Source: an optimization exercise on an open RTL-to-GDS flow (aim: small area). Production flows keep margins and buffers that such runs may drop. Only simulation tests tie the RTL to the original design; equivalence was not proved. Power and IR drop assume default switching activity.

$ cat flow/config.mk
export PLATFORM = sky130hd
export DESIGN_NAME = marlin_codec
export DESIGN_NICKNAME = marlin_codec
export VERILOG_FILES = /design/flow/design.v
export SDC_FILE = /design/flow/constraint.sdc
export NUM_CORES = 4
export LEC_CHECK = 0
export CAP_MARGIN = 20
export CORE_MARGIN = 2
export CORE_UTILIZATION = 30
export PLACE_DENSITY = 0.35
export SLEW_MARGIN = 20
$ cat flow/constraint.sdc
create_clock -name core_clock -period 20.0 [get_ports {clk}]
set_input_delay 4.0000 -clock core_clock [delete_from_list [all_inputs] [get_ports {clk}]]
set_output_delay 4.0000 -clock core_clock [all_outputs]
set_load 0.01 [all_outputs]
$ cat flow/design.v
module marlin_codec (
    input  wire        clk,
    input  wire        rst,
    input  wire        rx_valid,
    input  wire [7:0]  rx_byte,
    output reg         rx_result,
    output reg  [3:0]  rx_status,
    output reg  [1:0]  msg_kind,
    output reg  [15:0] msg_addr,
    output reg  [7:0]  msg_bytelen,
    input  wire [7:0]  msg_idx,
    output wire [15:0] msg_word,
    input  wire        tx_req_valid,
    output wire        tx_req_ready,
    input  wire [1:0]  tx_cmd,
    input  wire [15:0] tx_addr,
    input  wire [1:0]  tx_ptype,
    input  wire [31:0] tx_data,
    input  wire        tx_wide,
    input  wire        tx_signed,
    input  wire [8:0]  tx_text_len,
    output wire [7:0]  txt_idx,
    input  wire [7:0]  txt_byte,
    output wire        tx_out_valid,
    input  wire        tx_out_ready,
    output reg  [7:0]  tx_out_byte,
    output reg  [1:0]  tx_status
);
    localparam [7:0] H1     = 8'h5A;
    localparam [7:0] H2     = 8'hA5;
    localparam [7:0] C_WREG = 8'h80;
    localparam [7:0] C_RREG = 8'h81;
    localparam [7:0] C_WVAR = 8'h82;
    localparam [7:0] C_RVAR = 8'h83;
    localparam [7:0] OK0    = 8'h4F;
    localparam [7:0] OK1    = 8'h4B;
    localparam integer RX_CAP  = 70;
    localparam integer MSG_CAP = 64;
    localparam [3:0] ST_IDLE         = 4'd0;
    localparam [3:0] ST_ACCUM        = 4'd1;
    localparam [3:0] ST_NOISE        = 4'd2;
    localparam [3:0] ST_DROP_HEADER  = 4'd3;
    localparam [3:0] ST_DROP_LENGTH  = 4'd4;
    localparam [3:0] ST_ACK          = 4'd5;
    localparam [3:0] ST_DROP_FIELDS  = 4'd6;
    localparam [3:0] ST_DROP_COMMAND = 4'd7;
    localparam [3:0] ST_MSG          = 4'd8;
    localparam [1:0] K_NONE = 2'd0;
    localparam [1:0] K_RVAR = 2'd1;
    localparam [1:0] K_RREG = 2'd2;
    localparam [1:0] TS_IDLE   = 2'd0;
    localparam [1:0] TS_SENT   = 2'd1;
    localparam [1:0] TS_NOOP   = 2'd2;
    localparam [1:0] TS_REJECT = 2'd3;
    localparam [1:0] CMD_WREG = 2'd0;
    localparam [1:0] CMD_RREG = 2'd1;
    localparam [1:0] CMD_WVAR = 2'd2;
    localparam [1:0] CMD_RVAR = 2'd3;
    localparam [1:0] P_NONE = 2'd0;
    localparam [1:0] P_BYTE = 2'd1;
    localparam [1:0] P_INT  = 2'd2;
    localparam [1:0] P_TEXT = 2'd3;
    reg [8*RX_CAP-1:0] rx_buf;    
    reg [7:0]  rx_off;
    reg [15:0] msg_data [0:MSG_CAP-1];
    reg [7:0] buf_n [0:RX_CAP-1];
    integer i;
    always @* begin
        for (i = 0; i < RX_CAP; i = i + 1)
            buf_n[i] = (rx_off == i) ? rx_byte : rx_buf[8 * i +: 8];
    end
    wire [8:0] off_n  = {1'b0, rx_off} + 9'd1;
    wire [7:0] len_n  = buf_n[2];
    wire [7:0] cmd_n  = buf_n[3];
    wire [8:0] fend_n = {1'b0, len_n} + 9'd3;
    wire [7:0] rvar_bl = buf_n[6];
    wire [8:0] rvar_w  = ({1'b0, rvar_bl} + 9'd1) >> 1;
    wire [9:0] rvar_need = 10'd4 + {rvar_w, 1'b0};
    wire [7:0] rreg_bl = buf_n[5];
    wire [8:0] rreg_need = 9'd3 + {1'b0, rreg_bl};
    wire is_ack   = (len_n == 8'd3) && (buf_n[4] == OK0) && (buf_n[5] == OK1);
    wire rvar_ok  = (len_n >= 8'd4) && (rvar_need <= {2'b00, len_n});
    wire rreg_ok  = (len_n >= 8'd3) && (rreg_need <= {1'b0, len_n});
    reg [15:0] rvar_word [0:MSG_CAP-1];
    reg [15:0] rreg_word [0:MSG_CAP-1];
    integer k;
    always @* begin
        for (k = 0; k < MSG_CAP; k = k + 1) begin
            if (8 + 2 * k < RX_CAP && k < rvar_w)
                rvar_word[k] = {buf_n[7 + 2 * k], buf_n[8 + 2 * k]};
            else
                rvar_word[k] = 16'h0000;
            if (6 + k < RX_CAP && k < rreg_bl)
                rreg_word[k] = {8'h00, buf_n[6 + k]};
            else
                rreg_word[k] = 16'h0000;
        end
    end
    integer m;
    always @(posedge clk) begin
        if (rst) begin
            rx_off      <= 8'd0;
            rx_result   <= 1'b0;
            rx_status   <= ST_IDLE;
            msg_kind    <= K_NONE;
            msg_addr    <= 16'h0000;
            msg_bytelen <= 8'h00;
            rx_buf      <= {8*RX_CAP{1'b0}};
            for (m = 0; m < MSG_CAP; m = m + 1)
                msg_data[m] <= 16'h0000;
        end else if (rx_valid) begin
            rx_result   <= 1'b0;
            msg_kind    <= K_NONE;
            msg_addr    <= 16'h0000;
            msg_bytelen <= 8'h00;
            for (m = 0; m < MSG_CAP; m = m + 1)
                msg_data[m] <= 16'h0000;
            if (rx_off == 8'd0 && rx_byte != H1) begin
                rx_status <= ST_NOISE;
            end else if (off_n == 9'd3) begin
                if (buf_n[0] != H1 || buf_n[1] != H2) begin
                    rx_status <= ST_DROP_HEADER;
                    rx_off    <= 8'd0;
                    rx_buf    <= {8*RX_CAP{1'b0}};
                end else if (len_n == 8'd0 || fend_n > RX_CAP) begin
                    rx_status <= ST_DROP_LENGTH;
                    rx_off    <= 8'd0;
                    rx_buf    <= {8*RX_CAP{1'b0}};
                end else begin
                    rx_status <= ST_ACCUM;
                    rx_off    <= off_n[7:0];
                    for (m = 0; m < RX_CAP; m = m + 1)
                        rx_buf[8 * m +: 8] <= buf_n[m];
                end
            end else if (off_n >= 9'd4 && off_n == fend_n) begin
                rx_off <= 8'd0;
                rx_buf <= {8*RX_CAP{1'b0}};
                if (cmd_n == C_WREG || cmd_n == C_WVAR) begin
                    rx_status <= is_ack ? ST_ACK : ST_DROP_FIELDS;
                end else if (cmd_n == C_RVAR) begin
                    if (rvar_ok) begin
                        rx_status   <= ST_MSG;
                        rx_result   <= 1'b1;
                        msg_kind    <= K_RVAR;
                        msg_addr    <= {buf_n[4], buf_n[5]};
                        msg_bytelen <= rvar_bl;
                        for (m = 0; m < MSG_CAP; m = m + 1)
                            msg_data[m] <= rvar_word[m];
                    end else begin
                        rx_status <= ST_DROP_FIELDS;
                    end
                end else if (cmd_n == C_RREG) begin
                    if (rreg_ok) begin
                        rx_status   <= ST_MSG;
                        rx_result   <= 1'b1;
                        msg_kind    <= K_RREG;
                        msg_addr    <= {8'h00, buf_n[4]};
                        msg_bytelen <= rreg_bl;
                        for (m = 0; m < MSG_CAP; m = m + 1)
                            msg_data[m] <= rreg_word[m];
                    end else begin
                        rx_status <= ST_DROP_FIELDS;
                    end
                end else begin
                    rx_status <= ST_DROP_COMMAND;
                end
            end else begin
                rx_status <= ST_ACCUM;
                rx_off    <= off_n[7:0];
                for (m = 0; m < RX_CAP; m = m + 1)
                    rx_buf[8 * m +: 8] <= buf_n[m];
            end
        end
    end
    assign msg_word = (msg_idx < MSG_CAP) ? msg_data[msg_idx[5:0]] : 16'h0000;
    reg        tx_busy;
    reg [8:0]  tx_pos;       
    reg [8:0]  tx_last;      
    reg [7:0]  tx_len;
    reg        tx_is_wvar;
    reg [15:0] tx_addr_q;
    reg [1:0]  tx_ptype_q;
    reg [31:0] tx_data_q;
    reg        tx_long;
    assign tx_req_ready = !tx_busy;
    assign tx_out_valid = tx_busy;
    assign txt_idx      = tx_pos[7:0] - 8'd6;
    wire req_illegal = (tx_cmd == CMD_RREG) || (tx_cmd == CMD_RVAR) ||
                       (tx_cmd == CMD_WREG && tx_addr > 16'h00FF) ||
                       (tx_cmd == CMD_WREG && tx_ptype == P_TEXT) ||
                       (tx_ptype == P_TEXT && tx_text_len > 9'd252);
    wire req_noop    = (tx_ptype == P_TEXT) && (tx_text_len == 9'd0);
    wire req_long = tx_wide && (!tx_signed || !tx_data[31]) && (tx_data[31:16] != 16'h0000);
    reg [7:0] req_len;
    always @* begin
        if (tx_cmd == CMD_WREG) begin
            req_len = (tx_ptype == P_NONE) ? 8'd2 : 8'd3;
        end else begin
            case (tx_ptype)
                P_NONE:  req_len = 8'd3;
                P_BYTE:  req_len = 8'd5;
                P_INT:   req_len = req_long ? 8'd7 : 8'd5;
                default: req_len = 8'd3 + tx_text_len[7:0];
            endcase
        end
    end
    always @* begin
        case (tx_pos)
            9'd0: tx_out_byte = H1;
            9'd1: tx_out_byte = H2;
            9'd2: tx_out_byte = tx_len;
            9'd3: tx_out_byte = tx_is_wvar ? C_WVAR : C_WREG;
            9'd4: tx_out_byte = tx_is_wvar ? tx_addr_q[15:8] : tx_addr_q[7:0];
            9'd5: tx_out_byte = tx_is_wvar ? tx_addr_q[7:0] : tx_data_q[7:0];
            default: begin
                case (tx_ptype_q)
                    P_BYTE:
                        tx_out_byte = (tx_pos == 9'd6) ? tx_data_q[7:0] : 8'h00;
                    P_INT:
                        if (tx_long) begin
                            case (tx_pos)
                                9'd6:    tx_out_byte = tx_data_q[31:24];
                                9'd7:    tx_out_byte = tx_data_q[23:16];
                                9'd8:    tx_out_byte = tx_data_q[15:8];
                                default: tx_out_byte = tx_data_q[7:0];
                            endcase
                        end else begin
                            tx_out_byte = (tx_pos == 9'd6) ? tx_data_q[15:8] : tx_data_q[7:0];
                        end
                    P_TEXT:
                        tx_out_byte = txt_byte;
                    default:
                        tx_out_byte = 8'h00;
                endcase
            end
        endcase
    end
    always @(posedge clk) begin
        if (rst) begin
            tx_busy    <= 1'b0;
            tx_pos     <= 9'd0;
            tx_last    <= 9'd0;
            tx_len     <= 8'd0;
            tx_is_wvar <= 1'b0;
            tx_addr_q  <= 16'h0000;
            tx_ptype_q <= P_NONE;
            tx_data_q  <= 32'h0;
            tx_long    <= 1'b0;
            tx_status  <= TS_IDLE;
        end else if (!tx_busy) begin
            if (tx_req_valid) begin
                if (req_illegal) begin
                    tx_status <= TS_REJECT;
                end else if (req_noop) begin
                    tx_status <= TS_NOOP;
                end else begin
                    tx_busy    <= 1'b1;
                    tx_pos     <= 9'd0;
                    tx_len     <= req_len;
                    tx_last    <= {1'b0, req_len} + 9'd2;
                    tx_is_wvar <= (tx_cmd == CMD_WVAR);
                    tx_addr_q  <= tx_addr;
                    tx_ptype_q <= tx_ptype;
                    tx_data_q  <= tx_data;
                    tx_long    <= req_long;
                end
            end
        end else if (tx_out_ready) begin
            if (tx_pos == tx_last) begin
                tx_busy    <= 1'b0;
                tx_pos     <= 9'd0;
                tx_last    <= 9'd0;
                tx_len     <= 8'd0;
                tx_is_wvar <= 1'b0;
                tx_addr_q  <= 16'h0000;
                tx_ptype_q <= P_NONE;
                tx_data_q  <= 32'h0;
                tx_long    <= 1'b0;
                tx_status  <= TS_SENT;
            end else begin
                tx_pos <= tx_pos + 9'd1;
            end
        end
    end
endmodule
$ cat flow/run.sh
#!/bin/bash
# synth_recipe.tcl (not shown) runs the flow's synth.tcl, then flattens the netlist and writes it again
# the make line also repeats each setting of config.mk as NAME=value (left out here)
make -C /OpenROAD-flow-scripts/flow DESIGN_CONFIG=/design/flow/config.mk WORK_HOME=/design/flow/orfs CLKGATE_MAP_FILE= SYNTH_SCRIPT=/design/flow/synth_recipe.tcl finish
==> summary.txt <==
-- cells by family after synthesis --
family	Yosys count	share of synthesized area, %
AOI/OAI and AO/OA	2743	25.5
and+or+nand+nor	2727	20.0
DFF	1438	40.8
buffers and inverters	789	4.49
muxes	530	7.70
xor gates and xnor gates	66	0.838
adders and majority gates	39	0.691
-- cell type report --
cell class                 count  area (um^2)
antenna                       31         77.6
clock buffer                 270         5250
clock inverter                46          729
fill                       24400       153000
inverter                      74          285
multi-input combinational   6105        39200
sequential                  1438        28800
tap                         3150         3940
timing repair buffer         417         3640
-- registers in the layout (all words and copies together) (netlist names) --
signal,flops
tx_busy,1
rx_off,8
rx_status,4
tx_ptype_q,2
tx_status,2
tx_long,1
msg_bytelen,8
tx_addr_q,16
tx_last,8
tx_pos,9
msg_kind,2
tx_len,8
rx_buf,560
tx_data_q,32
msg_data,760
tx_is_wvar,1
msg_addr,16
-- power groups by stage --
stage | clock network (mW) | registers [mW] | logic [mW]
5_1_grt | 3.51 | 2.88 | 0.250
2_1_floorplan | 0 | 2.94 | 0.118
4_1_cts | 3.41 | 2.88 | 0.241
3_5_place_dp | 0 | 2.94 | 0.240
3_3_place_gp | 0 | 2.94 | 0.241
6_report | 3.36 | 2.88 | 0.244
-- synth_stat cells (233+ instances only) --
library cell  count
a22oi_1         233
nand2_1         700
o21a_1          449
nand3_1         432
o21ai_0         285
nand2b_1        236
and2_1          467
a21oi_1         956
nor2_1          393
dfxtp_1        1438
clkbuf_1        554
mux2i_1         435
-- per-layer routing --
layer / vias to the layer above / wire (um) / share of wire [%]
met5: - / 185 / 0.038
met4: 30 / 33100 / 6.7
met3: 749 / 42200 / 8.6
met2: 3660 / 202000 / 41
met1: 36900 / 215000 / 44
li1: 30200 / - / -
-- worst max-delay path, cell delays in order --
cell and delay (ns):
clkdlybuf4s50_1 0.52, nand2_1 0.62, nor2_1 0.39, buf_4 0.27, a22o_1 0.23, a221oi_1 0.83, nand3_1 0.18, nor3_1 0.30
a21oi_1 0.37, clkdlybuf4s50_1 0.60
-- through the flow --
step                power (mW)  worst slack (ns)  hold slack [ns]
floorplan                 3.06             10.25            0.420
global placement          3.18              7.82            0.432
detailed placement        3.18              7.86            0.442
CTS                       6.53              7.83            0.456
global route              6.64              7.75            0.465
finish                    6.48              7.66            0.451
-- final timing paths --
kind | from | endpoint | slack, ns | cells past startpoint
max | msg_idx[5] | msg_word[3] | 7.66 | 10
min | msg_data[0][12]$_SDFFE_PP0P_ | msg_data[0][12]$_SDFFE_PP0P_ | 0.45 | 2
max reg2reg | rx_off[4]$_SDFFE_PP0P_ | msg_data[3][13]$_SDFFE_PP0P_ | 11.26 | 25
min reg2reg | msg_data[0][12]$_SDFFE_PP0P_ | msg_data[0][12]$_SDFFE_PP0P_ | 0.45 | 2
==> flow_summary.ini <==
[final_layout]
layout_common_cells = 1438 x dfxtp_1, 952 x a21oi_1, 699 x nand2_1
drive_gt1_share_pct = 9.19
final_common_cell = dfxtp_1
fin_cells = 11500
area_growth_pct = 16.0
design_area_mm2 = 0.0819
fin_util_pct = 34.9
nets = 8341

[logic_synthesis]
avgSynthCellArea_um2 = 8.47
synth_flop_cell = dfxtp_1
async_flop_share_pct = 0
synthDominantCellAreaShare_pct = 40.8
synth_warnings = 5
synth_seq_cells = 1438
synth-edff-count = 0
syn-num-nets = 8463
yosysSeqAreaShare_pct = 40.8
synth_cells = 8332
synthesis.area_mm2 = 0.0706
synth_largest_area_cell = dfxtp_1
yosys-top-cells-area = dfxtp_1 41%, a21oi_1 6.8%, mux2i_1 6.2%
ys_types = 91

[grt]
grt_pass1_vias = 63500
grt_max_degree = 170
use_met1_pct = 54.5
antenna_found_initial = 69
track_usage_pct = 39.8
grt_pass1_wl_um = 636000
busiest_layer = met2
grt_use_met2_pct = 57.1
grt_remaining_overflow = 0
grtUsageMet3_pct = 8.77

[route]
route.vias.total = 71600
routed_wl_um = 493000
drc = 0
via_per_inst = 6.21
first_iter_violations = 9103
drtAntennaViolNets = 0
wl_per_cell_um = 42.8
first_pass_iters = 7

[critical_path]
worstSetupPathType = in -> out
cp-end-kind = output port
start_kind = input pin
worstPathArrival_ns = 8.34
worstPathRequired_ns = 16.00
path_max_fanout = 16

[cts]
clkLatencyLatePin_ns = 0.87
cts_inserted_buffers = 174
postCtsSetupBuffers = 0
htreeDepth = 4
root_buffer = clkbuf_16
ctsResizeCount = 0
clock_sinks = 1438
cts_max_path_buffers = 3
hold_buffers = 0
cts.clk_slew.worst_paths_ns = 0.06
cts_tree = done

[status]
status = timing/DRC/antenna clean

[job]
max_cap_viol_count = 0

[placed_design]
dp_hpwl_um = 367000
place_inst = 11200
dpl-instance-area_mm2 = 0.0758
place_congestion = 1.05
portBuffers = 158

[power_and_ir_drop]
leakage_nw = 26.4
internal-power_mw = 4.86
sequentialPowerShare_pct = 44.4
p_per_area_mw_per_mm2 = 79.2
worst_ir_drop_vdd_uv = 63.2
clock_power_share_pct = 51.8
p_sw_mw = 1.62
switching_share_pct = 25.0
p_comb_share_pct = 3.8

[timing]
maxSlewViolCount = 0
tightest_slew_ns = 1.42
setup_viol = 0
fin_tns_setup_ns = 0
slew_headroom_pct = 5.12
rsz0062_at_grt = no
final-hold-violation-count = 0
worst_clock_skew_ns = 0.0495
period_minus_slack_ns = 12.34
timing.final.crit_share_pct = 61.7
fmax_mhz = 81.1

[floorplan]
ios = 159
dieHeight_um = 489
die_w_um = 489
core_area_mm2 = 0.235
rows = 178
initial_utilization_pct = 30.1
die_area_mm2 = 0.239

[worst_hold_path]
hold_class = reg -> reg

static timing again, ports no longer ideal:
The flow's constraints put no driver on any port. The routed layout listed below was extracted and timed again, unchanged, in two steps.
Step 1 assumes that a clkbuf_16 drives the clock port and a buf_2 every other input.
Step 2, shift: input delay + t, output delay - t, t = (earliest + latest rising clock arrival at the registers) / 2. This alone moves slack from input paths to output paths.
a / b / c = no drivers / after step 1 / after step 2; a / b = the first two.
t, ns: 0.941
setup slack, ns: 7.663 / 7.635 / 7.635
hold slack, ns: 0.451 / 0.451 / 0.451
After both steps setup and hold are still met in this run. For this run, drivers alone change the setup slack by -0.028 ns; drivers and shift together by -0.028 ns.
